Context: an optimization exercise on an open-source flow, tuned for small area, a short achievable clock period and few clock cycles. The choices shown serve that exercise and are no tape-out recipe. No activity file was given, so power comes from the tool's default toggle rates.

==> 04-21: inputs <==
Design owd_core, start of the top module:
module owd_core (
    input              clk,
    input              rst,
    input              start,
    input              cancel,
    input      [31:0]  sample_rate_hz,
    input              force_overdrive,
    input              channel_valid,
    input      [7:0]   channel,
    output reg         cur_valid,
    output reg [1:0]   cur_cmd,
    output reg [31:0]  cur_n,
    input              cur_ack,
    input      [63:0]  cur_sample,
    input              cur_level,
    input              cur_eos,
    output             snk_valid,
    output     [180:0] snk_data,
    output             idle,
    output             busy,
    output             halted,
    output reg [1:0]   halt_reason,
    output     [7:0]   chan
);
Settings: LEC_CHECK=0, ABC_CLOCK_PERIOD_IN_PS=3500, CAP_MARGIN=30, CORE_MARGIN=2, CORE_UTILIZATION=55, SETUP_SLACK_MARGIN=5, SLEW_MARGIN=30; clock period 12.0 ns.
run.sh (not shown) runs the stock make flow with config.mk's settings and CLKGATE_MAP_FILE= SYNTH_SCRIPT=/design/flow/synth_recipe.tcl, a recipe that flattens the netlist after the stock synthesis.
==> 08-27: changes against 04-21 <==
--- a/flow/design.v
+++ b/flow/design.v
@@ -28,15 +28,15 @@
     localparam [2:0] MK_INVALID = 3'd0, MK_START = 3'd1, MK_DOWNARROW = 3'd2, MK_ZERO = 3'd3,
                      MK_ONE = 3'd4;
     localparam [1:0] LAYER_UNKNOWN = 2'd0, LAYER_DATA = 2'd1, LAYER_COMMAND = 2'd2,
                      LAYER_CRC = 2'd3;
     localparam [1:0] HR_NONE = 2'd0, HR_CANCELLED = 2'd1, HR_EOS = 2'd2, HR_CONFIG = 2'd3;
     localparam [4:0] S_IDLE = 5'd0,  S_HALT = 5'd1,  S_CFGE = 5'd2,  S_Q   = 5'd3,
                      S_M0   = 5'd4,  S_M1   = 5'd5,  S_M2   = 5'd6,  S_GAPF = 5'd7,
-                     S_DISP = 5'd8,                   S_B    = 5'd10, S_C1  = 5'd11,
+                     S_DISP = 5'd8,  S_RA   = 5'd9,  S_B    = 5'd10, S_C1  = 5'd11,
                      S_C2   = 5'd12, S_FR   = 5'd13, S_PR   = 5'd14, S_CX  = 5'd15,
                      S_FIX  = 5'd16, S_EFIX = 5'd17, S_RQ  = 5'd18, S_GQ  = 5'd19;
     reg [4:0]  ph;
     reg [7:0]  cfg_chan;
     reg [63:0] rise, fall, field_start;
     reg [47:0] acc;
     reg [5:0]  bits;
@@ -56,15 +56,15 @@
     reg [15:0] t10;
     reg [1:0]  t40lo;
     reg [15:0] t15;
     reg        t30lo;
     reg [3:0]  t480lo;
     reg [18:0] t88;
     reg [20:0] t380;
-    wire [22:0] t1000 = acc[22:0];
+    reg [22:0] t1000;
     wire [16:0] t30  = {t15, t30lo};
     wire [17:0] t40  = {t10, t40lo};
     wire [20:0] t480 = {t15, t30lo, t480lo};
     reg [5:0]  tstep;
     wire [12:0] tQ   = acc[12:0];
     wire [19:0] tR   = acc[32:13];
     wire [22:0] tqb  = field_start[22:0];
@@ -123,60 +123,31 @@
     wire [21:0] te_rm  = te_t0 - (te_c2 ? 22'd2000000 : te_c1 ? 22'd1000000 : 22'd0);
     wire [19:0] te_rn  = te_rm[19:0];
     wire [1:0]  te_cn  = {te_c2, te_c1 & !te_c2};
     wire [22:0] te_qn  = {te_sq[21:0], 1'b0} + {21'd0, te_cn} +
                          ((!te_div && te_b) ? {10'd0, tQ} : 23'd0);
     wire [63:0] sb      = (ph == S_M1) ? rise : fall;
     wire [39:0] sb_hi_p1 = sb[63:24] + 40'd1;
-    wire [24:0] dlo     = {1'b0, cur_sample[23:0]} - {1'b0, sb[23:0]};
-    wire        d_eq0   = (cur_sample[63:24] == sb[63:24]);
-    wire        d_eq1   = (cur_sample[63:24] == sb_hi_p1);
-    wire        d_small = dlo[24] ? d_eq1 : d_eq0;    
-    wire [23:0] dl      = dlo[23:0];
-    function lt24;
-        input [23:0] a, b;
-        reg [31:0] l0, e0;
-        reg [15:0] l1, e1;
-        reg [7:0]  l2, e2;
-        reg [3:0]  l3, e3;
-        reg [1:0]  l4, e4;
-        integer i;
-        begin
-            l0 = {8'd0, ~a & b};
-            e0 = {8'hFF, ~(a ^ b)};
-            for (i = 0; i < 16; i = i + 1) begin
-                l1[i] = l0[2*i+1] | (e0[2*i+1] & l0[2*i]);
-                e1[i] = e0[2*i+1] & e0[2*i];
-            end
-            for (i = 0; i < 8; i = i + 1) begin
-                l2[i] = l1[2*i+1] | (e1[2*i+1] & l1[2*i]);
-                e2[i] = e1[2*i+1] & e1[2*i];
-            end
-            for (i = 0; i < 4; i = i + 1) begin
-                l3[i] = l2[2*i+1] | (e2[2*i+1] & l2[2*i]);
-                e3[i] = e2[2*i+1] & e2[2*i];
-            end
-            for (i = 0; i < 2; i = i + 1) begin
-                l4[i] = l3[2*i+1] | (e3[2*i+1] & l3[2*i]);
-                e4[i] = e3[2*i+1] & e3[2*i];
-            end
-            lt24 = l4[1] | (e4[1] & l4[0]);
-        end
-    endfunction
     wire [22:0] tb_sel  = (ph == S_M1) ? t1000 : (ph == S_RQ) ? {2'd0, t480} : {2'd0, t380};
-    wire        b_lt    = lt24(dl, {1'b0, tb_sel});
-    wire        b_gt    = lt24({1'b0, tb_sel}, dl);
-    wire dd_lt10   = d_small && lt24(dl, {8'd0, t10});
-    wire dd_gt1000 = !d_small || b_gt;
-    wire dd_gt15   = !d_small || lt24({8'd0, t15}, dl);
-    wire dd_gt30   = !d_small || lt24({7'd0, t30}, dl);
-    wire dd_gt40   = !d_small || lt24({6'd0, t40}, dl);
-    wire dd_lt88   = d_small && lt24(dl, {5'd0, t88});
-    wire dd_gt380  = !d_small || b_gt;
-    wire dd_lt480  = d_small && b_lt;
+    wire        d_small, c_lt10, c_gt15, c_gt30, c_gt40, c_lt88, b_below;
+    owd_meas meas (
+        .cur(cur_sample), .sb(sb), .sb_hi_p1(sb_hi_p1),
+        .t10(t10), .t15(t15), .t30(t30), .t40(t40), .t88(t88),
+        .tb(tb_sel), .kb(ph == S_RQ),
+        .dsmall(d_small), .lt10(c_lt10), .gt15(c_gt15), .gt30(c_gt30), .gt40(c_gt40),
+        .lt88(c_lt88), .bb(b_below)
+    );
+    wire dd_lt10   = d_small && c_lt10;
+    wire dd_gt1000 = !d_small || !b_below;
+    wire dd_gt15   = !d_small || c_gt15;
+    wire dd_gt30   = !d_small || c_gt30;
+    wire dd_gt40   = !d_small || c_gt40;
+    wire dd_lt88   = d_small && c_lt88;
+    wire dd_gt380  = !d_small || !b_below;
+    wire dd_lt480  = d_small && b_below;
     wire x_gh   = !defer && h_lt10;
     wire x_gl   = !defer && dd_lt10;
     wire x_rst  = dd_gt380 || (force_overdrive && dd_gt40 && dd_lt88);
     wire x_warn = dd_gt380;      
     reg [5:0] layer_width;
     always @(*) begin
         case (layer)
@@ -189,15 +160,15 @@
     wire asm_on   = (layer != LAYER_UNKNOWN);
     wire [4:0] asm_next = !asm_on ? S_PR : asm_full ? S_FR : S_PR;
     always @(*) begin
         cur_valid = 1'b0;
         cur_cmd   = CMD_ADV_EDGE;
         cur_n     = 32'd0;
         case (ph)
-            S_Q, S_GQ: begin cur_valid = 1'b1; cur_cmd = CMD_QUERY; end
+            S_Q, S_GQ, S_RA: begin cur_valid = 1'b1; cur_cmd = CMD_QUERY; end
             S_M0, S_RQ: cur_valid = 1'b1;
             S_M1:   cur_valid = thr_ready;
             S_M2:   begin cur_valid = 1'b1; cur_cmd = CMD_PEEK_EDGE; end
             S_B, S_FIX: begin cur_valid = 1'b1; cur_cmd = CMD_ADV_BY; cur_n = {15'd0, t30}; end
             S_C1, S_EFIX: begin cur_valid = 1'b1; cur_cmd = CMD_ADV_BY; cur_n = {16'd0, t15}; end
             S_C2:   begin cur_valid = 1'b1; cur_cmd = CMD_ADV_BY; cur_n = {16'd0, t15} + {31'd0, t30lo}; end
             default: ;
@@ -221,15 +192,20 @@
     wire f_rst   = (ph == S_DISP) ? c_rst   : x_rst;
     wire f_warn  = (ph == S_DISP) ? c_warn  : x_warn;
     wire f_gtchk = (ph == S_DISP) ? c_gtchk : dd_gt15;
     wire f_gtsp  = (ph == S_DISP) ? c_gtsp  : dd_gt30;
     wire [24:0] fsp_lo  = {1'b0, fall[23:0]} + {8'd0, t30};
     wire [63:0] fall_sp = {fsp_lo[24] ? sb_hi_p1 : fall[63:24], fsp_lo[23:0]};
     always @(posedge clk) begin
-        begin
+        if (rst) begin
+            ph          <= S_IDLE;
+            halt_reason <= HR_NONE;
+            cfg_chan    <= 8'd0;
+            rv          <= 1'b0;
+        end else begin
             rv  <= 1'b0;
             rfd <= 1'b0;
             rfr <= 1'b0;
             if (!thr_ready) begin
                 tstep <= tstep + 6'd1;
                 field_start[42:0] <= {te_rn, te_qn};
                 case (te_wr)
@@ -237,29 +213,36 @@
                     4'd2: t10    <= tqb[15:0];
                     4'd3: t15    <= tqb[15:0];
                     4'd4: t30lo  <= tqb[0];
                     4'd5: t40lo  <= tqb[1:0];
                     4'd6: t88    <= tqb[18:0];
                     4'd7: t380   <= tqb[20:0];
                     4'd8: t480lo <= tqb[3:0];
-                    4'd9: acc[22:0] <= tqb[22:0];
+                    4'd9: t1000  <= tqb[22:0];
                     default: ;
                 endcase
             end
             if (asm_pend) begin
                 asm_pend <= 1'b0;
                 if (asm_on) begin
                     if (asm_bit)
                         acc[bits] <= 1'b1;
                     bits <= bits + 6'd1;
                 end
             end
             if ((ph == S_M2) && ack && (bits == 6'd0))
                 field_start <= fall;
-            begin
+            if (ack && cur_eos) begin
+                if (ph == S_B) begin
+                    ph <= S_EFIX;
+                end else begin
+                    halt_reason <= HR_EOS;
+                    ph          <= S_HALT;
+                end
+            end else begin
                 case (ph)
                     S_IDLE: begin
                         if (start) begin
                             if (sample_rate_hz < MIN_SAMPLE_RATE_HZ || !channel_valid) begin
                                 halt_reason <= HR_CONFIG;
                                 ph          <= S_CFGE;
                             end else begin
@@ -295,16 +278,15 @@
                     S_M1: if (ack) begin
                         fall   <= cur_sample;
                         h_lt10 <= dd_lt10;
                         h_gap  <= dd_gt1000;
                         ph     <= S_M2;
                     end
                     S_M2: if (ack) begin
-                        if (!x_rst)
-                            fall <= fall_sp;
+                        fall <= fall_sp;
                         if (!x_gl)
                             rise <= cur_sample;
                         if (x_gh || x_gl) begin
                             rmk   <= MK_INVALID;
                             hacc  <= !x_gh;
                             ph    <= S_GQ;
                         end else begin
@@ -347,14 +329,18 @@
                         rtype <= REC_COMMIT;
                         layer <= LAYER_DATA;
                         bits  <= 6'd0;
                         acc   <= 48'd0;
                         unk   <= 1'b0;
                         ph    <= S_DISP;
                     end
+                    S_RA: if (ack) begin
+                        fall <= cur_sample;
+                        ph   <= S_RQ;
+                    end
                     S_B, S_C2: if (ack) begin
                         fall      <= cur_sample;
                         rv        <= 1'b1;
                         rtype     <= REC_MARKER;
                         rbase     <= 2'd0;
                         rmk       <= cur_level ? MK_ONE : MK_ZERO;
                         lvl       <= cur_level;
@@ -415,15 +401,15 @@
                     default: ;  
                 endcase
                 if (do_disp) begin
                     if (f_rst) begin
                         rv     <= 1'b1;
                         rtype  <= REC_COMMIT;
                         warn   <= f_warn;
-                        ph     <= S_RQ;
+                        ph     <= (ph == S_DISP) ? S_RQ : S_RA;
                     end else if (f_gtsp) begin
                         if (ph == S_DISP)
                             fall  <= fall_sp;
                         rv        <= 1'b1;
                         rtype     <= REC_MARKER;
                         rbase     <= 2'd0;
                         rmk       <= MK_ZERO;
@@ -437,24 +423,112 @@
                         ph <= S_B;
                     end else begin
                         ph <= S_C1;
                     end
                 end
             end
         end
-        if (ack && cur_eos) begin
-            rv <= 1'b0;
-            if (ph == S_B) begin
-                ph <= S_EFIX;
-            end else begin
-                halt_reason <= HR_EOS;
-                ph          <= S_HALT;
+    end
+endmodule
+module owd_meas (
+    input  [63:0] cur,
+    input  [63:0] sb,
+    input  [39:0] sb_hi_p1,
+    input  [15:0] t10,
+    input  [15:0] t15,
+    input  [16:0] t30,
+    input  [17:0] t40,
+    input  [18:0] t88,
+    input  [22:0] tb,
+    input         kb,
+    output        dsmall,
+    output        lt10,
+    output        gt15,
+    output        gt30,
+    output        gt40,
+    output        lt88,
+    output        bb
+);
+    function lt24;
+        input [23:0] a, b;
+        reg [31:0] l0, e0;
+        reg [15:0] l1, e1;
+        reg [7:0]  l2, e2;
+        reg [3:0]  l3, e3;
+        reg [1:0]  l4, e4;
+        integer i;
+        begin
+            l0 = {8'd0, ~a & b};
+            e0 = {8'hFF, ~(a ^ b)};
+            for (i = 0; i < 16; i = i + 1) begin
+                l1[i] = l0[2*i+1] | (e0[2*i+1] & l0[2*i]);
+                e1[i] = e0[2*i+1] & e0[2*i];
+            end
+            for (i = 0; i < 8; i = i + 1) begin
+                l2[i] = l1[2*i+1] | (e1[2*i+1] & l1[2*i]);
+                e2[i] = e1[2*i+1] & e1[2*i];
             end
+            for (i = 0; i < 4; i = i + 1) begin
+                l3[i] = l2[2*i+1] | (e2[2*i+1] & l2[2*i]);
+                e3[i] = e2[2*i+1] & e2[2*i];
+            end
+            for (i = 0; i < 2; i = i + 1) begin
+                l4[i] = l3[2*i+1] | (e3[2*i+1] & l3[2*i]);
+                e4[i] = e3[2*i+1] & e3[2*i];
+            end
+            lt24 = l4[1] | (e4[1] & l4[0]);
         end
-        if (rst) begin
-            ph          <= S_IDLE;
-            halt_reason <= HR_NONE;
-            cfg_chan    <= 8'd0;
-            rv          <= 1'b0;
+    endfunction
+    wire [23:0] cur_lo = cur[23:0];
+    wire [23:0] sb_lo  = sb[23:0];
+    wire        d_eq0  = (cur[63:24] == sb[63:24]);
+    wire        d_eq1  = (cur[63:24] == sb_hi_p1);
+    wire        d_bw   = lt24(cur_lo, sb_lo);
+    assign dsmall = d_bw ? d_eq1 : d_eq0;
+    function below;
+        input [23:0] c, s, t;
+        input        k2;
+        input        bw;
+        reg   [25:0] x, y, z, sm, cy, a, b;
+        reg   [23:0] g0, p0;
+        reg   [11:0] g1, p1;
+        reg   [5:0]  g2, p2;
+        reg   [2:0]  g3, p3;
+        reg          c24, c25, u24, u25;
+        integer i;
+        begin
+            x  = {2'b00, c};
+            y  = {2'b11, ~s};
+            z  = {2'b11, ~t};
+            sm = x ^ y ^ z;
+            cy = (x & y) | (x & z) | (y & z);
+            a  = sm;
+            b  = {cy[24:0], k2};
+            g0 = a[23:0] & b[23:0];
+            p0 = a[23:0] | b[23:0];
+            g0[0] = p0[0];
+            for (i = 0; i < 12; i = i + 1) begin
+                g1[i] = g0[2*i+1] | (p0[2*i+1] & g0[2*i]);
+                p1[i] = p0[2*i+1] & p0[2*i];
+            end
+            for (i = 0; i < 6; i = i + 1) begin
+                g2[i] = g1[2*i+1] | (p1[2*i+1] & g1[2*i]);
+                p2[i] = p1[2*i+1] & p1[2*i];
+            end
+            for (i = 0; i < 3; i = i + 1) begin
+                g3[i] = g2[2*i+1] | (p2[2*i+1] & g2[2*i]);
+                p3[i] = p2[2*i+1] & p2[2*i];
+            end
+            c24 = g3[2] | (p3[2] & (g3[1] | (p3[1] & g3[0])));
+            u24 = a[24] ^ b[24] ^ c24;
+            c25 = (a[24] & b[24]) | ((a[24] | b[24]) & c24);
+            u25 = a[25] ^ b[25] ^ c25;
+            below = bw ? (u25 & ~u24) : u25;
         end
-    end
+    endfunction
+    assign lt10 =  below(cur_lo, sb_lo, {8'd0, t10}, 1'b1, d_bw);
+    assign gt15 = !below(cur_lo, sb_lo, {8'd0, t15}, 1'b0, d_bw);
+    assign gt30 = !below(cur_lo, sb_lo, {7'd0, t30}, 1'b0, d_bw);
+    assign gt40 = !below(cur_lo, sb_lo, {6'd0, t40}, 1'b0, d_bw);
+    assign lt88 =  below(cur_lo, sb_lo, {5'd0, t88}, 1'b1, d_bw);
+    assign bb   =  below(cur_lo, sb_lo, {1'b0, tb}, kb, d_bw);
 endmodule
==> flow/config.mk (replaced) <==
export PLATFORM = sky130hd
export DESIGN_NAME = owd_core
export DESIGN_NICKNAME = owd_core
export VERILOG_FILES = /design/flow/design.v
export SDC_FILE = /design/flow/constraint.sdc
export NUM_CORES = 4
export LEC_CHECK = 0
export CAP_MARGIN = 30
export CORE_MARGIN = 2
export CORE_UTILIZATION = 55
export SETUP_SLACK_MARGIN = 5
export SLEW_MARGIN = 30
export SYNTH_HIERARCHICAL = 1
==> 07-12: changes against 04-21 <==
--- a/flow/design.v
+++ b/flow/design.v
@@ -28,15 +28,15 @@
     localparam [2:0] MK_INVALID = 3'd0, MK_START = 3'd1, MK_DOWNARROW = 3'd2, MK_ZERO = 3'd3,
                      MK_ONE = 3'd4;
     localparam [1:0] LAYER_UNKNOWN = 2'd0, LAYER_DATA = 2'd1, LAYER_COMMAND = 2'd2,
                      LAYER_CRC = 2'd3;
     localparam [1:0] HR_NONE = 2'd0, HR_CANCELLED = 2'd1, HR_EOS = 2'd2, HR_CONFIG = 2'd3;
     localparam [4:0] S_IDLE = 5'd0,  S_HALT = 5'd1,  S_CFGE = 5'd2,  S_Q   = 5'd3,
                      S_M0   = 5'd4,  S_M1   = 5'd5,  S_M2   = 5'd6,  S_GAPF = 5'd7,
-                     S_DISP = 5'd8,                   S_B    = 5'd10, S_C1  = 5'd11,
+                     S_DISP = 5'd8,  S_RA   = 5'd9,  S_B    = 5'd10, S_C1  = 5'd11,
                      S_C2   = 5'd12, S_FR   = 5'd13, S_PR   = 5'd14, S_CX  = 5'd15,
                      S_FIX  = 5'd16, S_EFIX = 5'd17, S_RQ  = 5'd18, S_GQ  = 5'd19;
     reg [4:0]  ph;
     reg [7:0]  cfg_chan;
     reg [63:0] rise, fall, field_start;
     reg [47:0] acc;
     reg [5:0]  bits;
@@ -56,15 +56,15 @@
     reg [15:0] t10;
     reg [1:0]  t40lo;
     reg [15:0] t15;
     reg        t30lo;
     reg [3:0]  t480lo;
     reg [18:0] t88;
     reg [20:0] t380;
-    wire [22:0] t1000 = acc[22:0];
+    reg [22:0] t1000;
     wire [16:0] t30  = {t15, t30lo};
     wire [17:0] t40  = {t10, t40lo};
     wire [20:0] t480 = {t15, t30lo, t480lo};
     reg [5:0]  tstep;
     wire [12:0] tQ   = acc[12:0];
     wire [19:0] tR   = acc[32:13];
     wire [22:0] tqb  = field_start[22:0];
@@ -123,19 +123,18 @@
     wire [21:0] te_rm  = te_t0 - (te_c2 ? 22'd2000000 : te_c1 ? 22'd1000000 : 22'd0);
     wire [19:0] te_rn  = te_rm[19:0];
     wire [1:0]  te_cn  = {te_c2, te_c1 & !te_c2};
     wire [22:0] te_qn  = {te_sq[21:0], 1'b0} + {21'd0, te_cn} +
                          ((!te_div && te_b) ? {10'd0, tQ} : 23'd0);
     wire [63:0] sb      = (ph == S_M1) ? rise : fall;
     wire [39:0] sb_hi_p1 = sb[63:24] + 40'd1;
-    wire [24:0] dlo     = {1'b0, cur_sample[23:0]} - {1'b0, sb[23:0]};
     wire        d_eq0   = (cur_sample[63:24] == sb[63:24]);
     wire        d_eq1   = (cur_sample[63:24] == sb_hi_p1);
-    wire        d_small = dlo[24] ? d_eq1 : d_eq0;    
-    wire [23:0] dl      = dlo[23:0];
+    wire [23:0] cur_lo  = cur_sample[23:0];
+    wire [23:0] sb_lo   = sb[23:0];
     function lt24;
         input [23:0] a, b;
         reg [31:0] l0, e0;
         reg [15:0] l1, e1;
         reg [7:0]  l2, e2;
         reg [3:0]  l3, e3;
         reg [1:0]  l4, e4;
@@ -158,25 +157,41 @@
             for (i = 0; i < 2; i = i + 1) begin
                 l4[i] = l3[2*i+1] | (e3[2*i+1] & l3[2*i]);
                 e4[i] = e3[2*i+1] & e3[2*i];
             end
             lt24 = l4[1] | (e4[1] & l4[0]);
         end
     endfunction
+    wire d_bw    = lt24(cur_lo, sb_lo);
+    wire d_small = d_bw ? d_eq1 : d_eq0;
+    function below;
+        input [23:0] c, s, t;
+        input        k2;
+        input        bw;
+        reg   [25:0] x, y, z, sm, cy, u;
+        begin
+            x  = {2'b00, c};
+            y  = {2'b11, ~s};
+            z  = {2'b11, ~t};
+            sm = x ^ y ^ z;
+            cy = (x & y) | (x & z) | (y & z);
+            u  = sm + {cy[24:0], k2} + 26'd1;
+            below = bw ? (u[25] & ~u[24]) : u[25];
+        end
+    endfunction
+    wire dd_lt10   = d_small &&  below(cur_lo, sb_lo, {8'd0, t10},   1'b1, d_bw);
     wire [22:0] tb_sel  = (ph == S_M1) ? t1000 : (ph == S_RQ) ? {2'd0, t480} : {2'd0, t380};
-    wire        b_lt    = lt24(dl, {1'b0, tb_sel});
-    wire        b_gt    = lt24({1'b0, tb_sel}, dl);
-    wire dd_lt10   = d_small && lt24(dl, {8'd0, t10});
-    wire dd_gt1000 = !d_small || b_gt;
-    wire dd_gt15   = !d_small || lt24({8'd0, t15}, dl);
-    wire dd_gt30   = !d_small || lt24({7'd0, t30}, dl);
-    wire dd_gt40   = !d_small || lt24({6'd0, t40}, dl);
-    wire dd_lt88   = d_small && lt24(dl, {5'd0, t88});
-    wire dd_gt380  = !d_small || b_gt;
-    wire dd_lt480  = d_small && b_lt;
+    wire        b_below = below(cur_lo, sb_lo, {1'b0, tb_sel}, (ph == S_RQ), d_bw);
+    wire dd_gt1000 = !d_small || !b_below;
+    wire dd_gt15   = !d_small || !below(cur_lo, sb_lo, {8'd0, t15},   1'b0, d_bw);
+    wire dd_gt30   = !d_small || !below(cur_lo, sb_lo, {7'd0, t30},   1'b0, d_bw);
+    wire dd_gt40   = !d_small || !below(cur_lo, sb_lo, {6'd0, t40},   1'b0, d_bw);
+    wire dd_lt88   = d_small &&  below(cur_lo, sb_lo, {5'd0, t88},   1'b1, d_bw);
+    wire dd_gt380  = !d_small || !b_below;
+    wire dd_lt480  = d_small && b_below;
     wire x_gh   = !defer && h_lt10;
     wire x_gl   = !defer && dd_lt10;
     wire x_rst  = dd_gt380 || (force_overdrive && dd_gt40 && dd_lt88);
     wire x_warn = dd_gt380;      
     reg [5:0] layer_width;
     always @(*) begin
         case (layer)
@@ -190,15 +205,15 @@
     wire [4:0] asm_next = !asm_on ? S_PR : asm_full ? S_FR : S_PR;
     always @(*) begin
         cur_valid = 1'b0;
         cur_cmd   = CMD_ADV_EDGE;
         cur_n     = 32'd0;
         case (ph)
             S_Q, S_GQ: begin cur_valid = 1'b1; cur_cmd = CMD_QUERY; end
-            S_M0, S_RQ: cur_valid = 1'b1;
+            S_M0, S_RA, S_RQ: cur_valid = 1'b1;
             S_M1:   cur_valid = thr_ready;
             S_M2:   begin cur_valid = 1'b1; cur_cmd = CMD_PEEK_EDGE; end
             S_B, S_FIX: begin cur_valid = 1'b1; cur_cmd = CMD_ADV_BY; cur_n = {15'd0, t30}; end
             S_C1, S_EFIX: begin cur_valid = 1'b1; cur_cmd = CMD_ADV_BY; cur_n = {16'd0, t15}; end
             S_C2:   begin cur_valid = 1'b1; cur_cmd = CMD_ADV_BY; cur_n = {16'd0, t15} + {31'd0, t30lo}; end
             default: ;
         endcase
@@ -221,15 +236,20 @@
     wire f_rst   = (ph == S_DISP) ? c_rst   : x_rst;
     wire f_warn  = (ph == S_DISP) ? c_warn  : x_warn;
     wire f_gtchk = (ph == S_DISP) ? c_gtchk : dd_gt15;
     wire f_gtsp  = (ph == S_DISP) ? c_gtsp  : dd_gt30;
     wire [24:0] fsp_lo  = {1'b0, fall[23:0]} + {8'd0, t30};
     wire [63:0] fall_sp = {fsp_lo[24] ? sb_hi_p1 : fall[63:24], fsp_lo[23:0]};
     always @(posedge clk) begin
-        begin
+        if (rst) begin
+            ph          <= S_IDLE;
+            halt_reason <= HR_NONE;
+            cfg_chan    <= 8'd0;
+            rv          <= 1'b0;
+        end else begin
             rv  <= 1'b0;
             rfd <= 1'b0;
             rfr <= 1'b0;
             if (!thr_ready) begin
                 tstep <= tstep + 6'd1;
                 field_start[42:0] <= {te_rn, te_qn};
                 case (te_wr)
@@ -237,29 +257,36 @@
                     4'd2: t10    <= tqb[15:0];
                     4'd3: t15    <= tqb[15:0];
                     4'd4: t30lo  <= tqb[0];
                     4'd5: t40lo  <= tqb[1:0];
                     4'd6: t88    <= tqb[18:0];
                     4'd7: t380   <= tqb[20:0];
                     4'd8: t480lo <= tqb[3:0];
-                    4'd9: acc[22:0] <= tqb[22:0];
+                    4'd9: t1000  <= tqb[22:0];
                     default: ;
                 endcase
             end
             if (asm_pend) begin
                 asm_pend <= 1'b0;
                 if (asm_on) begin
                     if (asm_bit)
                         acc[bits] <= 1'b1;
                     bits <= bits + 6'd1;
                 end
             end
             if ((ph == S_M2) && ack && (bits == 6'd0))
                 field_start <= fall;
-            begin
+            if (ack && cur_eos) begin
+                if (ph == S_B) begin
+                    ph <= S_EFIX;
+                end else begin
+                    halt_reason <= HR_EOS;
+                    ph          <= S_HALT;
+                end
+            end else begin
                 case (ph)
                     S_IDLE: begin
                         if (start) begin
                             if (sample_rate_hz < MIN_SAMPLE_RATE_HZ || !channel_valid) begin
                                 halt_reason <= HR_CONFIG;
                                 ph          <= S_CFGE;
                             end else begin
@@ -347,14 +374,21 @@
                         rtype <= REC_COMMIT;
                         layer <= LAYER_DATA;
                         bits  <= 6'd0;
                         acc   <= 48'd0;
                         unk   <= 1'b0;
                         ph    <= S_DISP;
                     end
+                    S_RA: begin
+                        if (ack) begin
+                            lvl       <= 1'b1;
+                            prog_rise <= 1'b1;
+                            ph        <= S_PR;
+                        end
+                    end
                     S_B, S_C2: if (ack) begin
                         fall      <= cur_sample;
                         rv        <= 1'b1;
                         rtype     <= REC_MARKER;
                         rbase     <= 2'd0;
                         rmk       <= cur_level ? MK_ONE : MK_ZERO;
                         lvl       <= cur_level;
@@ -417,16 +451,15 @@
                 if (do_disp) begin
                     if (f_rst) begin
                         rv     <= 1'b1;
                         rtype  <= REC_COMMIT;
                         warn   <= f_warn;
                         ph     <= S_RQ;
                     end else if (f_gtsp) begin
-                        if (ph == S_DISP)
-                            fall  <= fall_sp;
+                        fall      <= fall_sp;
                         rv        <= 1'b1;
                         rtype     <= REC_MARKER;
                         rbase     <= 2'd0;
                         rmk       <= MK_ZERO;
                         lvl       <= 1'b0;
                         prog_rise <= 1'b0;
                         lazy      <= 1'b1;
@@ -437,24 +470,9 @@
                         ph <= S_B;
                     end else begin
                         ph <= S_C1;
                     end
                 end
             end
         end
-        if (ack && cur_eos) begin
-            rv <= 1'b0;
-            if (ph == S_B) begin
-                ph <= S_EFIX;
-            end else begin
-                halt_reason <= HR_EOS;
-                ph          <= S_HALT;
-            end
-        end
-        if (rst) begin
-            ph          <= S_IDLE;
-            halt_reason <= HR_NONE;
-            cfg_chan    <= 8'd0;
-            rv          <= 1'b0;
-        end
     end
 endmodule
==> comparison table <==
Clock-net power: 04-21 1.40 mW; 08-27 1.51 mW; 07-12 1.43 mW
Slowest stage cell on the critical path: 04-21 sky130_fd_sc_hd__a2111oi_2; 08-27 sky130_fd_sc_hd__clkdlybuf4s50_1; 07-12 sky130_fd_sc_hd__or4_4
Clock network area share: 04-21 0.0367; 08-27 0.0385; 07-12 0.0331
Source of the critical timing path: 04-21 cur_sample[0]; 08-27 cur_sample[4]; 07-12 cur_sample[22]
Total instance count after detailed placement: 04-21 4969; 08-27 4765; 07-12 5364
Count of cell instances traversed by the critical path: 04-21 27; 08-27 23; 07-12 17
Portion of synthesized cell area occupied by the leading cell type: 04-21 0.164; 08-27 0.339; 07-12 0.310
Status: 04-21 complete, no violations; 08-27 complete, no violations; 07-12 complete, no violations
Starting utilization of the core area: 04-21 0.558; 08-27 0.558; 07-12 0.553
Synth Warn #: 04-21 1; 08-27 8; 07-12 1
Share of cell area taken by multi-input logic gates: 04-21 0.567; 08-27 0.510; 07-12 0.534
Clock-pin slew on the worst setup and hold paths: 04-21 60 ps; 08-27 70 ps; 07-12 60 ps
Hold path startpoint: 04-21 cfg_chan[3]; 08-27 halt_reason[0]; 07-12 cfg_chan[4]
Later-pin clock latency in the skew report: 04-21 610 ps; 08-27 620 ps; 07-12 640 ps
Crit Reg-Reg Startpoint: 04-21 ph[0]; 08-27 ph[1]; 07-12 ph[4]
Power density over cell area: 04-21 166 nW/µm²; 08-27 183 nW/µm²; 07-12 191 nW/µm²
No run of this note included a check of the RTL's function; only the layout flow was run.

## re-timing with driven ports
The results above use ideal ports. As a check the final layouts listed here were re-extracted and re-timed, cells and wires unchanged. Step 1 sets driving cells, clkbuf_16 on the clock port and buf_2 on the other inputs (assumed; they add their load-dependent delay and slew). Step 2 also shifts input and output timing later by t, the mid clock arrival at the registers, as if the neighbouring blocks saw the same clock. Slacks: ideal ports / drivers / drivers and shift; pairs: ideal ports / drivers.
run	t (ns)	setup slack, ns	slew at the worst register clock pin (ns)
04-21	0.669	4.834 / 4.853 / 4.184	0.07 / 0.07
08-27	0.669	5.017 / 5.034 / 4.366	0.07 / 0.07
07-12	0.692	5.076 / 5.101 / 4.417	0.07 / 0.07
After both steps every run listed still meets setup and hold. The setup slack of 07-12, which loses most, moves by +0.025 ns with the drivers and by -0.659 ns with both steps.
